Context: an optimization exercise on an open-source flow, tuned for small area, a short achievable clock period and few clock cycles per item. The choices shown serve that exercise and are no tape-out recipe. At most, simulation tests tie the RTL to the original design; equivalence was not proved.

==> run C <==
Design fxu, start of the top module:
module fxu (
    input  wire        clk,
    input  wire        rst,           
    input  wire        in_valid,
    output reg         in_ready,
    input  wire [31:0] op_in,
    input  wire [64:0] a_in,
    input  wire [64:0] b_in,
    output reg         out_valid,
    output reg  [7:0]  code_out,      
    output reg  [64:0] r_out,         
    output reg         rs_out,        
    output reg  [6:0]  rw_out         
);
Settings: LEC_CHECK=0, ABC_CLOCK_PERIOD_IN_PS=3000, CAP_MARGIN=40, CORE_MARGIN=2, CORE_UTILIZATION=30, PLACE_DENSITY=0.45, SLEW_MARGIN=40, TNS_END_PERCENT=0; clock period 12.0 ns.
standard.sh (not shown) runs the stock make flow with config.mk's settings and CLKGATE_MAP_FILE= SYNTH_SCRIPT=/design/flow/synth_recipe.tcl, a recipe that flattens the netlist after the stock synthesis.
==> flow/flow/run.sh <==
#!/bin/bash
# The standard layout, with timing repair aiming well below the 12 ns clock:
# repair_timing keeps going until every path has this much setup slack (or
# gives up), which shortens the achieved period. Everything else, including
# synthesis, is the standard flow.
set -euo pipefail
bash standard.sh SETUP_SLACK_MARGIN=8 finish > standard_flow.log 2>&1
==> run G (differences from run C) <==
--- a/flow/design.v
+++ b/flow/design.v
@@ -16,17 +16,17 @@
     localparam [7:0] C_RANGE   = 8'h01;
     localparam [7:0] C_DIVZERO = 8'h02;
     localparam [7:0] C_NEG     = 8'h03;
     localparam [7:0] C_WIDTH   = 8'h04;
     localparam [7:0] C_ILLEGAL = 8'h30;
     localparam [3:0] F_MAKE = 4'd0,  F_TOS = 4'd1,  F_TOU = 4'd2,  F_WIDEN = 4'd3,
                      F_NARROW = 4'd4, F_SHL = 4'd5, F_SHR = 4'd6,  F_ADD = 4'd7,
                      F_SUB = 4'd8,  F_MUL = 4'd9,  F_DIV = 4'd10, F_SQRT = 4'd11;
-    localparam [4:0] S_IDLE = 5'd0,  S_EX   = 5'd1,  S_DAL  = 5'd2,  S_DIV  = 5'd3,
+    localparam [4:0] S_IDLE = 5'd0,  S_EX   = 5'd1,  S_DAL_unused = 5'd2,  S_DIV  = 5'd3,
                      S_SQ   = 5'd4,  S_DN6  = 5'd5,  S_MUL  = 5'd6,  S_DN1  = 5'd7,
                      S_DN2  = 5'd8,  S_DN3  = 5'd9,  S_DN4  = 5'd10, S_DN5  = 5'd11,
                      S_DSU  = 5'd12, S_DQ1  = 5'd13, S_NEGR = 5'd14, S_SN1  = 5'd15,
                      S_SN2  = 5'd16, S_SN3  = 5'd17, S_MSW  = 5'd18,
                      S_ERR  = 5'd19, S_DPR  = 5'd21;
     localparam [1:0] A_HOLD = 2'd0, A_IN = 2'd1, A_T = 2'd2, A_ZERO = 2'd3;
     localparam [2:0] B_HOLD = 3'd0, B_IN = 3'd1, B_SH = 3'd2, B_SRF = 3'd3, B_SHL2 = 3'd4;
     localparam [2:0] R_HOLD = 3'd0, R_SRF = 3'd1, R_SH = 3'd2, R_T = 3'd3, R_QS = 3'd4,
@@ -210,17 +210,17 @@
     always @(*) begin
         case (sh_src)
             2'd0:    sh_in = a_r;
             2'd1:    sh_in = b_r;
             default: sh_in = r_out;
         endcase
         for (k = 0; k < 65; k = k + 1)
             sh_x[k] = sh_dir ? sh_in[64-k] : sh_in[k];
-        sh_y = sh_x << sh_amt;
+        sh_y = sh_x << ((state == S_DPR) ? dv_m1[5:0] : sh_amt);
         for (k = 0; k < 65; k = k + 1)
             sh_out[k] = sh_dir ? sh_y[64-k] : sh_y[k];
     end
     wire [64:0] add_y = add_dbl ? {b_r[63:0], 1'b0} : b_r;
     wire [64:0] T     = a_r + (add_y ^ {65{add_inv}}) + {64'd0, add_inv};
     wire        take  = ~T[64];
     reg        sr_en, sr_den, sr_take, sr_odd;
     reg [5:0]  sr_j;
@@ -305,21 +305,19 @@
             end
             S_ERR: begin
                 r_sel = R_ZERO; fin = 1'b1; ns = S_IDLE;
                 wr_type = 1'b1; code_n = code_out;
                 if (code_out == C_OK) begin rs_n = rs_out; rw_n = rw_out; end
             end
             S_DSU: ns = S_DPR;       
             S_DPR: begin
-                cnt_we = 1'b1; cnt_n = dv_m1; ns = S_DAL; to_err = dv_zero;
-            end
-            S_DAL: begin
+                cnt_we = 1'b1; cnt_n = dv_m1; to_err = dv_zero;
                 b_sel = B_SH; r_sel = R_ZERO; ns = S_DIV;
-                rdy_n = (cnt == 7'd0) && !negq;
+                rdy_n = (dv_m1 == 7'd0) && !negq;
             end
             S_DIV: begin
                 a_sel = A_T;            
                 b_sel = B_SRF; r_sel = R_QS;
                 cnt_we = 1'b1; cnt_n = cnt - 7'd1;
                 rdy_n = (cnt == 7'd1) && !negq;
                 if (cnt == 7'd0) begin
                     if (negq) ns = S_DQ1;
@@ -384,33 +382,43 @@
     reg       dir_n, inv_n, dbl_n, nz_n;
     reg [5:0] amt_n;
     reg [2:0] bd_n;
     always @(*) begin
         src_n = 2'd0; dir_n = 1'b0; amt_n = 6'd0; inv_n = 1'b0; dbl_n = 1'b0; nz_n = 1'b0;
         if (state == S_MUL)      bd_n = booth(r_out[3], r_out[2], r_out[1]);
         else if (state == S_MSW) bd_n = booth(r_out[1], r_out[0], 1'b0);
         else                     bd_n = booth(a_r[1], a_r[0], 1'b0);
-        case (ns)
-            S_EX: begin
-                inv_n = (f_in == F_SUB);
-                dir_n = (f_in == F_SHR);
-                amt_n = (f_in == F_SHL || f_in == F_SHR) ? op_in[5:0] : 6'd0;
-                src_n = (f_in == F_MUL && op_in[14:8] < op_in[22:16]) ? 2'd1 : 2'd0;
-            end
-            S_DIV, S_SQ: inv_n = (state == S_DIV || state == S_SQ) ? take : 1'b1;
-            S_NEGR, S_SN2: inv_n = 1'b1;
-            S_DN2:  inv_n = b_r[64];
-            S_DN5:  inv_n = r_out[64];
-            S_MUL:  begin nz_n = bd_n[2]; inv_n = bd_n[1]; dbl_n = bd_n[0]; end
-            S_DAL:  begin src_n = 2'd1; amt_n = cnt_n[5:0]; end
-            S_DQ1, S_DN4, S_DN6: src_n = 2'd2;
-            S_SN3:  begin dir_n = 1'b1; amt_n = n[5:0]; end
-            default: ;
-        endcase
+        if (accept) begin
+            inv_n = (f_in == F_SUB);
+            dir_n = (f_in == F_SHR);
+            amt_n = (f_in == F_SHL || f_in == F_SHR) ? op_in[5:0] : 6'd0;
+            src_n = (f_in == F_MUL && op_in[14:8] < op_in[22:16]) ? 2'd1 : 2'd0;
+        end else begin
+            case (state)
+                S_EX: begin
+                    if (func == F_MUL && !(wb < wa)) begin
+                        nz_n = bd_n[2]; inv_n = bd_n[1]; dbl_n = bd_n[0];
+                    end
+                    if (func == F_SQRT) inv_n = 1'b1;
+                    if (func == F_DIV && !a_r[64] && !b_r[64]) src_n = 2'd1;
+                end
+                S_MSW, S_MUL: begin nz_n = bd_n[2]; inv_n = bd_n[1]; dbl_n = bd_n[0]; end
+                S_DSU:  src_n = 2'd1;
+                S_DPR:  inv_n = 1'b1;
+                S_DIV:  begin inv_n = take; if (cnt == 7'd0) src_n = 2'd2; end
+                S_SQ:   inv_n = take;
+                S_DQ1, S_SN1, S_SN3: inv_n = 1'b1;
+                S_DN1:  inv_n = b_r[64];
+                S_DN4:  inv_n = r_out[64];
+                S_DN3, S_DN5: src_n = 2'd2;
+                S_SN2:  begin dir_n = 1'b1; amt_n = n[5:0]; end
+                default: ;
+            endcase
+        end
     end
     always @(posedge clk) begin
         if (rst) begin
             state     <= S_IDLE;
             out_valid <= 1'b0;
             in_ready  <= 1'b1;
         end else begin
             state     <= ns_f;
==> flow/flow/run.sh (replaced) <==
#!/bin/bash
# The standard layout, with timing repair aiming well below the 12 ns clock:
# repair_timing keeps going until every path has this much setup slack (or
# gives up), which shortens the achieved period. Ports are buffered with the
# smallest buffer, which repair may upsize. Everything else, including
# synthesis, is the standard flow.
set -euo pipefail
bash standard.sh SETUP_SLACK_MARGIN=8 "BUFFER_PORTS_ARGS=-buffer_cell sky130_fd_sc_hd__buf_1" finish > standard_flow.log 2>&1
CAP_MARGIN = 20   (was 40)
SLEW_MARGIN = 20   (was 40)
==> run X (differences from run C) <==
--- a/flow/design.v
+++ b/flow/design.v
@@ -16,24 +16,25 @@
     localparam [7:0] C_RANGE   = 8'h01;
     localparam [7:0] C_DIVZERO = 8'h02;
     localparam [7:0] C_NEG     = 8'h03;
     localparam [7:0] C_WIDTH   = 8'h04;
     localparam [7:0] C_ILLEGAL = 8'h30;
     localparam [3:0] F_MAKE = 4'd0,  F_TOS = 4'd1,  F_TOU = 4'd2,  F_WIDEN = 4'd3,
                      F_NARROW = 4'd4, F_SHL = 4'd5, F_SHR = 4'd6,  F_ADD = 4'd7,
                      F_SUB = 4'd8,  F_MUL = 4'd9,  F_DIV = 4'd10, F_SQRT = 4'd11;
-    localparam [4:0] S_IDLE = 5'd0,  S_EX   = 5'd1,  S_DAL  = 5'd2,  S_DIV  = 5'd3,
+    localparam [4:0] S_IDLE = 5'd0,  S_EX   = 5'd1,  S_DAL_unused = 5'd2,  S_DIV  = 5'd3,
                      S_SQ   = 5'd4,  S_DN6  = 5'd5,  S_MUL  = 5'd6,  S_DN1  = 5'd7,
                      S_DN2  = 5'd8,  S_DN3  = 5'd9,  S_DN4  = 5'd10, S_DN5  = 5'd11,
                      S_DSU  = 5'd12, S_DQ1  = 5'd13, S_NEGR = 5'd14, S_SN1  = 5'd15,
                      S_SN2  = 5'd16, S_SN3  = 5'd17, S_MSW  = 5'd18,
                      S_ERR  = 5'd19, S_DPR  = 5'd21;
     localparam [1:0] A_HOLD = 2'd0, A_IN = 2'd1, A_T = 2'd2, A_ZERO = 2'd3;
-    localparam [2:0] B_HOLD = 3'd0, B_IN = 3'd1, B_SH = 3'd2, B_SRF = 3'd3, B_SHL2 = 3'd4;
+    localparam [2:0] B_HOLD = 3'd0, B_IN = 3'd1, B_SH = 3'd2, B_SRF = 3'd3, B_SHL1 = 3'd4,
+                     B_SHL2 = 3'd5, B_SHL3 = 3'd6;
     localparam [2:0] R_HOLD = 3'd0, R_SRF = 3'd1, R_SH = 3'd2, R_T = 3'd3, R_QS = 3'd4,
                      R_MS = 3'd5, R_ZERO = 3'd6;
     reg [4:0]  state;
     reg [31:0] op_r;
     reg [64:0] a_r;
     reg [64:0] b_r;
     reg [6:0]  cnt;
     reg        prev;        
@@ -198,34 +199,33 @@
                     (f_in == F_SHR && a_in[64]);
     wire [6:0] n_i  = op_in[6:0];
     wire [6:0] wa_i = op_in[22:16];
     wire [6:0] weff_i = (f_in == F_NARROW && n_i >= 7'd1 && n_i <= wa_i) ? n_i : wa_i;
     reg [1:0] sh_src;      
     reg       sh_dir;      
     reg [5:0] sh_amt;
     reg       add_inv;
-    reg       add_dbl;
+    reg       add_dbl;     
     reg       add_nz;      
     reg [64:0] sh_in, sh_x, sh_y, sh_out;
     integer k;
     always @(*) begin
         case (sh_src)
             2'd0:    sh_in = a_r;
             2'd1:    sh_in = b_r;
             default: sh_in = r_out;
         endcase
         for (k = 0; k < 65; k = k + 1)
             sh_x[k] = sh_dir ? sh_in[64-k] : sh_in[k];
-        sh_y = sh_x << sh_amt;
+        sh_y = sh_x << ((state == S_DPR) ? dv_m1[5:0] : sh_amt);
         for (k = 0; k < 65; k = k + 1)
             sh_out[k] = sh_dir ? sh_y[64-k] : sh_y[k];
     end
-    wire [64:0] add_y = add_dbl ? {b_r[63:0], 1'b0} : b_r;
-    wire [64:0] T     = a_r + (add_y ^ {65{add_inv}}) + {64'd0, add_inv};
+    wire [64:0] T     = a_r + (b_r ^ {65{add_inv}}) + {64'd0, add_inv};
     wire        take  = ~T[64];
     reg        sr_en, sr_den, sr_take, sr_odd;
     reg [5:0]  sr_j;
     reg [33:0] dec;
     reg [64:0] srf;
     always @(*) begin
         for (k = 0; k < 34; k = k + 1)
             dec[k] = sr_den && (k < 33) && (sr_j == k);
@@ -280,16 +280,17 @@
                     else r_sel = R_SH;      
                 end else begin
                     case (func)
                         F_MUL: begin
                             if (wb < wa) begin
                                 r_sel = R_SH; ns = S_MSW;
                             end else begin
                                 r_sel = R_SH; a_sel = A_ZERO; ns = S_MUL;
+                                if (bd_n[0]) b_sel = B_SHL1;
                                 rdy_n = a_last;
                             end
                         end
                         F_SQRT: begin
                             b_sel = B_SRF; sr_en = 1'b0; sr_den = 1'b1;
                             sr_j = sq_k; cnt_we = 1'b1; cnt_n = {1'b0, sq_k} - 7'd1;
                             ns = S_SQ; rdy_n = (sq_k == 6'd1);
                         end
@@ -305,21 +306,19 @@
             end
             S_ERR: begin
                 r_sel = R_ZERO; fin = 1'b1; ns = S_IDLE;
                 wr_type = 1'b1; code_n = code_out;
                 if (code_out == C_OK) begin rs_n = rs_out; rw_n = rw_out; end
             end
             S_DSU: ns = S_DPR;       
             S_DPR: begin
-                cnt_we = 1'b1; cnt_n = dv_m1; ns = S_DAL; to_err = dv_zero;
-            end
-            S_DAL: begin
+                cnt_we = 1'b1; cnt_n = dv_m1; to_err = dv_zero;
                 b_sel = B_SH; r_sel = R_ZERO; ns = S_DIV;
-                rdy_n = (cnt == 7'd0) && !negq;
+                rdy_n = (dv_m1 == 7'd0) && !negq;
             end
             S_DIV: begin
                 a_sel = A_T;            
                 b_sel = B_SRF; r_sel = R_QS;
                 cnt_we = 1'b1; cnt_n = cnt - 7'd1;
                 rdy_n = (cnt == 7'd1) && !negq;
                 if (cnt == 7'd0) begin
                     if (negq) ns = S_DQ1;
@@ -349,17 +348,21 @@
                 end
             end
             S_MSW: begin
                 b_sel = B_SH; a_sel = A_ZERO; ns = S_MUL;
                 rdy_n = mul_last;
             end
             S_MUL: begin
                 if (bd_nz) a_sel = A_T;
-                b_sel = B_SHL2;
+                case ({bd_n[0], add_dbl})
+                    2'b10:   b_sel = B_SHL3;
+                    2'b01:   b_sel = B_SHL1;
+                    default: b_sel = B_SHL2;
+                endcase
                 if (mul_last) begin
                     r_sel = bd_nz ? R_T : R_SH; fin = 1'b1; ns = S_IDLE;
                 end else begin
                     r_sel = R_MS; rdy_n = mul_last_nx;
                 end
             end
             S_DN1: begin r_sel = R_SH; a_sel = A_ZERO; ns = S_DN2; end
             S_DN2: begin a_sel = A_T; ns = S_DN3; end
@@ -384,33 +387,44 @@
     reg       dir_n, inv_n, dbl_n, nz_n;
     reg [5:0] amt_n;
     reg [2:0] bd_n;
     always @(*) begin
         src_n = 2'd0; dir_n = 1'b0; amt_n = 6'd0; inv_n = 1'b0; dbl_n = 1'b0; nz_n = 1'b0;
         if (state == S_MUL)      bd_n = booth(r_out[3], r_out[2], r_out[1]);
         else if (state == S_MSW) bd_n = booth(r_out[1], r_out[0], 1'b0);
         else                     bd_n = booth(a_r[1], a_r[0], 1'b0);
-        case (ns)
-            S_EX: begin
-                inv_n = (f_in == F_SUB);
-                dir_n = (f_in == F_SHR);
-                amt_n = (f_in == F_SHL || f_in == F_SHR) ? op_in[5:0] : 6'd0;
-                src_n = (f_in == F_MUL && op_in[14:8] < op_in[22:16]) ? 2'd1 : 2'd0;
-            end
-            S_DIV, S_SQ: inv_n = (state == S_DIV || state == S_SQ) ? take : 1'b1;
-            S_NEGR, S_SN2: inv_n = 1'b1;
-            S_DN2:  inv_n = b_r[64];
-            S_DN5:  inv_n = r_out[64];
-            S_MUL:  begin nz_n = bd_n[2]; inv_n = bd_n[1]; dbl_n = bd_n[0]; end
-            S_DAL:  begin src_n = 2'd1; amt_n = cnt_n[5:0]; end
-            S_DQ1, S_DN4, S_DN6: src_n = 2'd2;
-            S_SN3:  begin dir_n = 1'b1; amt_n = n[5:0]; end
-            default: ;
-        endcase
+        if (accept) begin
+            inv_n = (f_in == F_SUB);
+            dir_n = (f_in == F_SHR);
+            amt_n = (f_in == F_SHL || f_in == F_SHR) ? op_in[5:0] : 6'd0;
+            src_n = (f_in == F_MUL && op_in[14:8] < op_in[22:16]) ? 2'd1 : 2'd0;
+        end else begin
+            case (state)
+                S_EX: begin
+                    if (func == F_MUL && (wb < wa)) amt_n = {5'd0, booth(b_r[1], b_r[0], 1'b0) & 3'b001};
+                    if (func == F_MUL && !(wb < wa)) begin
+                        nz_n = bd_n[2]; inv_n = bd_n[1]; dbl_n = bd_n[0];
+                    end
+                    if (func == F_SQRT) inv_n = 1'b1;
+                    if (func == F_DIV && !a_r[64] && !b_r[64]) src_n = 2'd1;
+                end
+                S_MSW, S_MUL: begin nz_n = bd_n[2]; inv_n = bd_n[1]; dbl_n = bd_n[0]; end
+                S_DSU:  src_n = 2'd1;
+                S_DPR:  inv_n = 1'b1;
+                S_DIV:  begin inv_n = take; if (cnt == 7'd0) src_n = 2'd2; end
+                S_SQ:   inv_n = take;
+                S_DQ1, S_SN1, S_SN3: inv_n = 1'b1;
+                S_DN1:  inv_n = b_r[64];
+                S_DN4:  inv_n = r_out[64];
+                S_DN3, S_DN5: src_n = 2'd2;
+                S_SN2:  begin dir_n = 1'b1; amt_n = n[5:0]; end
+                default: ;
+            endcase
+        end
     end
     always @(posedge clk) begin
         if (rst) begin
             state     <= S_IDLE;
             out_valid <= 1'b0;
             in_ready  <= 1'b1;
         end else begin
             state     <= ns_f;
@@ -427,17 +441,19 @@
             A_T:     a_r <= T;
             A_ZERO:  a_r <= 65'd0;
             default: ;
         endcase
         case (b_sel)
             B_IN:    b_r <= b_in;
             B_SH:    b_r <= sh_out;
             B_SRF:   b_r <= srf;
+            B_SHL1:  b_r <= {b_r[63:0], 1'b0};
             B_SHL2:  b_r <= {b_r[62:0], 2'b00};
+            B_SHL3:  b_r <= {b_r[61:0], 3'b000};
             default: ;
         endcase
         case (r_sel)
             R_SRF:   r_out <= srf;
             R_SH:    r_out <= sh_out;
             R_T:     r_out <= T;
             R_QS:    r_out <= {r_out[63:0], take};
             R_MS:    r_out <= {{2{r_out[64]}}, r_out[64:2]};
==> run D (differences from run C) <==
--- a/flow/design.v
+++ b/flow/design.v
@@ -16,17 +16,17 @@
     localparam [7:0] C_RANGE   = 8'h01;
     localparam [7:0] C_DIVZERO = 8'h02;
     localparam [7:0] C_NEG     = 8'h03;
     localparam [7:0] C_WIDTH   = 8'h04;
     localparam [7:0] C_ILLEGAL = 8'h30;
     localparam [3:0] F_MAKE = 4'd0,  F_TOS = 4'd1,  F_TOU = 4'd2,  F_WIDEN = 4'd3,
                      F_NARROW = 4'd4, F_SHL = 4'd5, F_SHR = 4'd6,  F_ADD = 4'd7,
                      F_SUB = 4'd8,  F_MUL = 4'd9,  F_DIV = 4'd10, F_SQRT = 4'd11;
-    localparam [4:0] S_IDLE = 5'd0,  S_EX   = 5'd1,  S_DAL  = 5'd2,  S_DIV  = 5'd3,
+    localparam [4:0] S_IDLE = 5'd0,  S_EX   = 5'd1,  S_DAL_unused = 5'd2,  S_DIV  = 5'd3,
                      S_SQ   = 5'd4,  S_DN6  = 5'd5,  S_MUL  = 5'd6,  S_DN1  = 5'd7,
                      S_DN2  = 5'd8,  S_DN3  = 5'd9,  S_DN4  = 5'd10, S_DN5  = 5'd11,
                      S_DSU  = 5'd12, S_DQ1  = 5'd13, S_NEGR = 5'd14, S_SN1  = 5'd15,
                      S_SN2  = 5'd16, S_SN3  = 5'd17, S_MSW  = 5'd18,
                      S_ERR  = 5'd19, S_DPR  = 5'd21;
     localparam [1:0] A_HOLD = 2'd0, A_IN = 2'd1, A_T = 2'd2, A_ZERO = 2'd3;
     localparam [2:0] B_HOLD = 3'd0, B_IN = 3'd1, B_SH = 3'd2, B_SRF = 3'd3, B_SHL2 = 3'd4;
     localparam [2:0] R_HOLD = 3'd0, R_SRF = 3'd1, R_SH = 3'd2, R_T = 3'd3, R_QS = 3'd4,
@@ -210,17 +210,17 @@
     always @(*) begin
         case (sh_src)
             2'd0:    sh_in = a_r;
             2'd1:    sh_in = b_r;
             default: sh_in = r_out;
         endcase
         for (k = 0; k < 65; k = k + 1)
             sh_x[k] = sh_dir ? sh_in[64-k] : sh_in[k];
-        sh_y = sh_x << sh_amt;
+        sh_y = sh_x << ((state == S_DPR) ? dv_m1[5:0] : sh_amt);
         for (k = 0; k < 65; k = k + 1)
             sh_out[k] = sh_dir ? sh_y[64-k] : sh_y[k];
     end
     wire [64:0] add_y = add_dbl ? {b_r[63:0], 1'b0} : b_r;
     wire [64:0] T     = a_r + (add_y ^ {65{add_inv}}) + {64'd0, add_inv};
     wire        take  = ~T[64];
     reg        sr_en, sr_den, sr_take, sr_odd;
     reg [5:0]  sr_j;
@@ -305,21 +305,19 @@
             end
             S_ERR: begin
                 r_sel = R_ZERO; fin = 1'b1; ns = S_IDLE;
                 wr_type = 1'b1; code_n = code_out;
                 if (code_out == C_OK) begin rs_n = rs_out; rw_n = rw_out; end
             end
             S_DSU: ns = S_DPR;       
             S_DPR: begin
-                cnt_we = 1'b1; cnt_n = dv_m1; ns = S_DAL; to_err = dv_zero;
-            end
-            S_DAL: begin
+                cnt_we = 1'b1; cnt_n = dv_m1; to_err = dv_zero;
                 b_sel = B_SH; r_sel = R_ZERO; ns = S_DIV;
-                rdy_n = (cnt == 7'd0) && !negq;
+                rdy_n = (dv_m1 == 7'd0) && !negq;
             end
             S_DIV: begin
                 a_sel = A_T;            
                 b_sel = B_SRF; r_sel = R_QS;
                 cnt_we = 1'b1; cnt_n = cnt - 7'd1;
                 rdy_n = (cnt == 7'd1) && !negq;
                 if (cnt == 7'd0) begin
                     if (negq) ns = S_DQ1;
@@ -384,33 +382,43 @@
     reg       dir_n, inv_n, dbl_n, nz_n;
     reg [5:0] amt_n;
     reg [2:0] bd_n;
     always @(*) begin
         src_n = 2'd0; dir_n = 1'b0; amt_n = 6'd0; inv_n = 1'b0; dbl_n = 1'b0; nz_n = 1'b0;
         if (state == S_MUL)      bd_n = booth(r_out[3], r_out[2], r_out[1]);
         else if (state == S_MSW) bd_n = booth(r_out[1], r_out[0], 1'b0);
         else                     bd_n = booth(a_r[1], a_r[0], 1'b0);
-        case (ns)
-            S_EX: begin
-                inv_n = (f_in == F_SUB);
-                dir_n = (f_in == F_SHR);
-                amt_n = (f_in == F_SHL || f_in == F_SHR) ? op_in[5:0] : 6'd0;
-                src_n = (f_in == F_MUL && op_in[14:8] < op_in[22:16]) ? 2'd1 : 2'd0;
-            end
-            S_DIV, S_SQ: inv_n = (state == S_DIV || state == S_SQ) ? take : 1'b1;
-            S_NEGR, S_SN2: inv_n = 1'b1;
-            S_DN2:  inv_n = b_r[64];
-            S_DN5:  inv_n = r_out[64];
-            S_MUL:  begin nz_n = bd_n[2]; inv_n = bd_n[1]; dbl_n = bd_n[0]; end
-            S_DAL:  begin src_n = 2'd1; amt_n = cnt_n[5:0]; end
-            S_DQ1, S_DN4, S_DN6: src_n = 2'd2;
-            S_SN3:  begin dir_n = 1'b1; amt_n = n[5:0]; end
-            default: ;
-        endcase
+        if (accept) begin
+            inv_n = (f_in == F_SUB);
+            dir_n = (f_in == F_SHR);
+            amt_n = (f_in == F_SHL || f_in == F_SHR) ? op_in[5:0] : 6'd0;
+            src_n = (f_in == F_MUL && op_in[14:8] < op_in[22:16]) ? 2'd1 : 2'd0;
+        end else begin
+            case (state)
+                S_EX: begin
+                    if (func == F_MUL && !(wb < wa)) begin
+                        nz_n = bd_n[2]; inv_n = bd_n[1]; dbl_n = bd_n[0];
+                    end
+                    if (func == F_SQRT) inv_n = 1'b1;
+                    if (func == F_DIV && !a_r[64] && !b_r[64]) src_n = 2'd1;
+                end
+                S_MSW, S_MUL: begin nz_n = bd_n[2]; inv_n = bd_n[1]; dbl_n = bd_n[0]; end
+                S_DSU:  src_n = 2'd1;
+                S_DPR:  inv_n = 1'b1;
+                S_DIV:  begin inv_n = take; if (cnt == 7'd0) src_n = 2'd2; end
+                S_SQ:   inv_n = take;
+                S_DQ1, S_SN1, S_SN3: inv_n = 1'b1;
+                S_DN1:  inv_n = b_r[64];
+                S_DN4:  inv_n = r_out[64];
+                S_DN3, S_DN5: src_n = 2'd2;
+                S_SN2:  begin dir_n = 1'b1; amt_n = n[5:0]; end
+                default: ;
+            endcase
+        end
     end
     always @(posedge clk) begin
         if (rst) begin
             state     <= S_IDLE;
             out_valid <= 1'b0;
             in_ready  <= 1'b1;
         end else begin
             state     <= ns_f;
==> flow/flow/run.sh (replaced) <==
#!/bin/bash
# The standard layout, with timing repair aiming well below the 12 ns clock:
# repair_timing keeps going until every path has this much setup slack (or
# gives up), which shortens the achieved period. Everything else, including
# synthesis, is the standard flow.
set -euo pipefail
bash standard.sh SETUP_SLACK_MARGIN=7 finish > standard_flow.log 2>&1
==> qor summary <==
Result of the run: run C finished clean; run D finished clean; run X finished clean; run G finished clean
Final worst setup slack: run C 7.15 ns; run D 6.68 ns; run X 7.09 ns; run G 6.94 ns
Final worst path period share: run C 0.405; run D 0.443; run X 0.410; run G 0.422
Number of fillers in the final layout: run C 13800; run D 13600; run X 13100; run G 13600
Arrival time at the worst endpoint: run C 5.35 ns; run D 5.70 ns; run X 5.28 ns; run G 5.53 ns
Routing usage on met3: run C 0.201; run D 0.186; run X 0.189; run G 0.228
Multiplexer area fraction after synthesis: run C 0.171; run D 0.122; run X 0.0830; run G 0.122
N_taps: run C 1768; run D 1742; run X 1662; run G 1742
DR WL/cell: run C 42.1 um; run D 41.4 um; run X 43.5 um; run G 43.1 um
Area of the mapped netlist: run C 40200 um^2; run D 39100 um^2; run X 38800 um^2; run G 39100 um^2
Required time of the critical path: run C 12.50 ns; run D 12.38 ns; run X 12.36 ns; run G 12.47 ns
Average instance area after synthesis: run C 8.16 um^2; run D 7.83 um^2; run X 7.58 um^2; run G 7.83 um^2
Worst min-delay path endpoint: run C cnt[6]; run D b_r[62]; run X state[0]; run G sh_src[0]
Final clock skew: run C 0.0483 ns; run D 0.0465 ns; run X 0.0405 ns; run G 0.0595 ns
Fraction of area in registers: run C 0.168; run D 0.174; run X 0.161; run G 0.174
Cts bufs inserted: run C 42; run D 43; run X 43; run G 43
Least-Margin Pin Slew: run C 0.997 ns; run D 1.14 ns; run X 0.952 ns; run G 1.32 ns
Total routing usage reported by global routing: run C 0.411; run D 0.411; run X 0.455; run G 0.439
Via count of the first global-routing pass: run C 45500; run D 44100; run X 47800; run G 45600
Layout cells sized above 1: run C 0.200; run D 0.161; run X 0.227; run G 0.185
Testbench counts of run G, summed over its fixed seeds: cycles 31,959, items 4,800.
Testbench counts of run X, summed over its fixed seeds: cycles 31,959, items 4,800.
Testbench counts of run D, summed over its fixed seeds: cycles 31,959, items 4,800.
No functional check of the RTL was part of run C.

-- what the ideal ports hide --
The flow's constraints put no driver on any port. The routed layouts listed below were extracted and timed again, unchanged, in two steps. Step 1 sets driving cells, clkbuf_16 on the clock port and buf_2 on the other inputs (assumed; they add their load-dependent delay and slew). Step 2 also shifts input and output timing later by t, the mid clock arrival at the registers, as if the neighbouring blocks saw the same clock. a / b / c = no drivers / after step 1 / after step 2; a / b = the first two.
run	t, ns	setup WS [ns]	hold WS [ns]	worst data-port slew with drivers (ns)
run C	0.720	7.146 / 7.146 / 6.563	0.769 / 0.769 / 0.769	0.11
run G	0.734	6.937 / 6.937 / 6.470	0.699 / 0.699 / 0.699	0.12
run X	0.719	7.086 / 7.086 / 6.681	0.537 / 0.537 / 0.537	0.10
run D	0.746	6.680 / 6.680 / 6.180	0.603 / 0.603 / 0.603	0.08
After both steps setup and hold are still met in every run listed. The setup slack of run C, which loses most, moves by 0.000 ns with the drivers and by -0.583 ns with both steps.
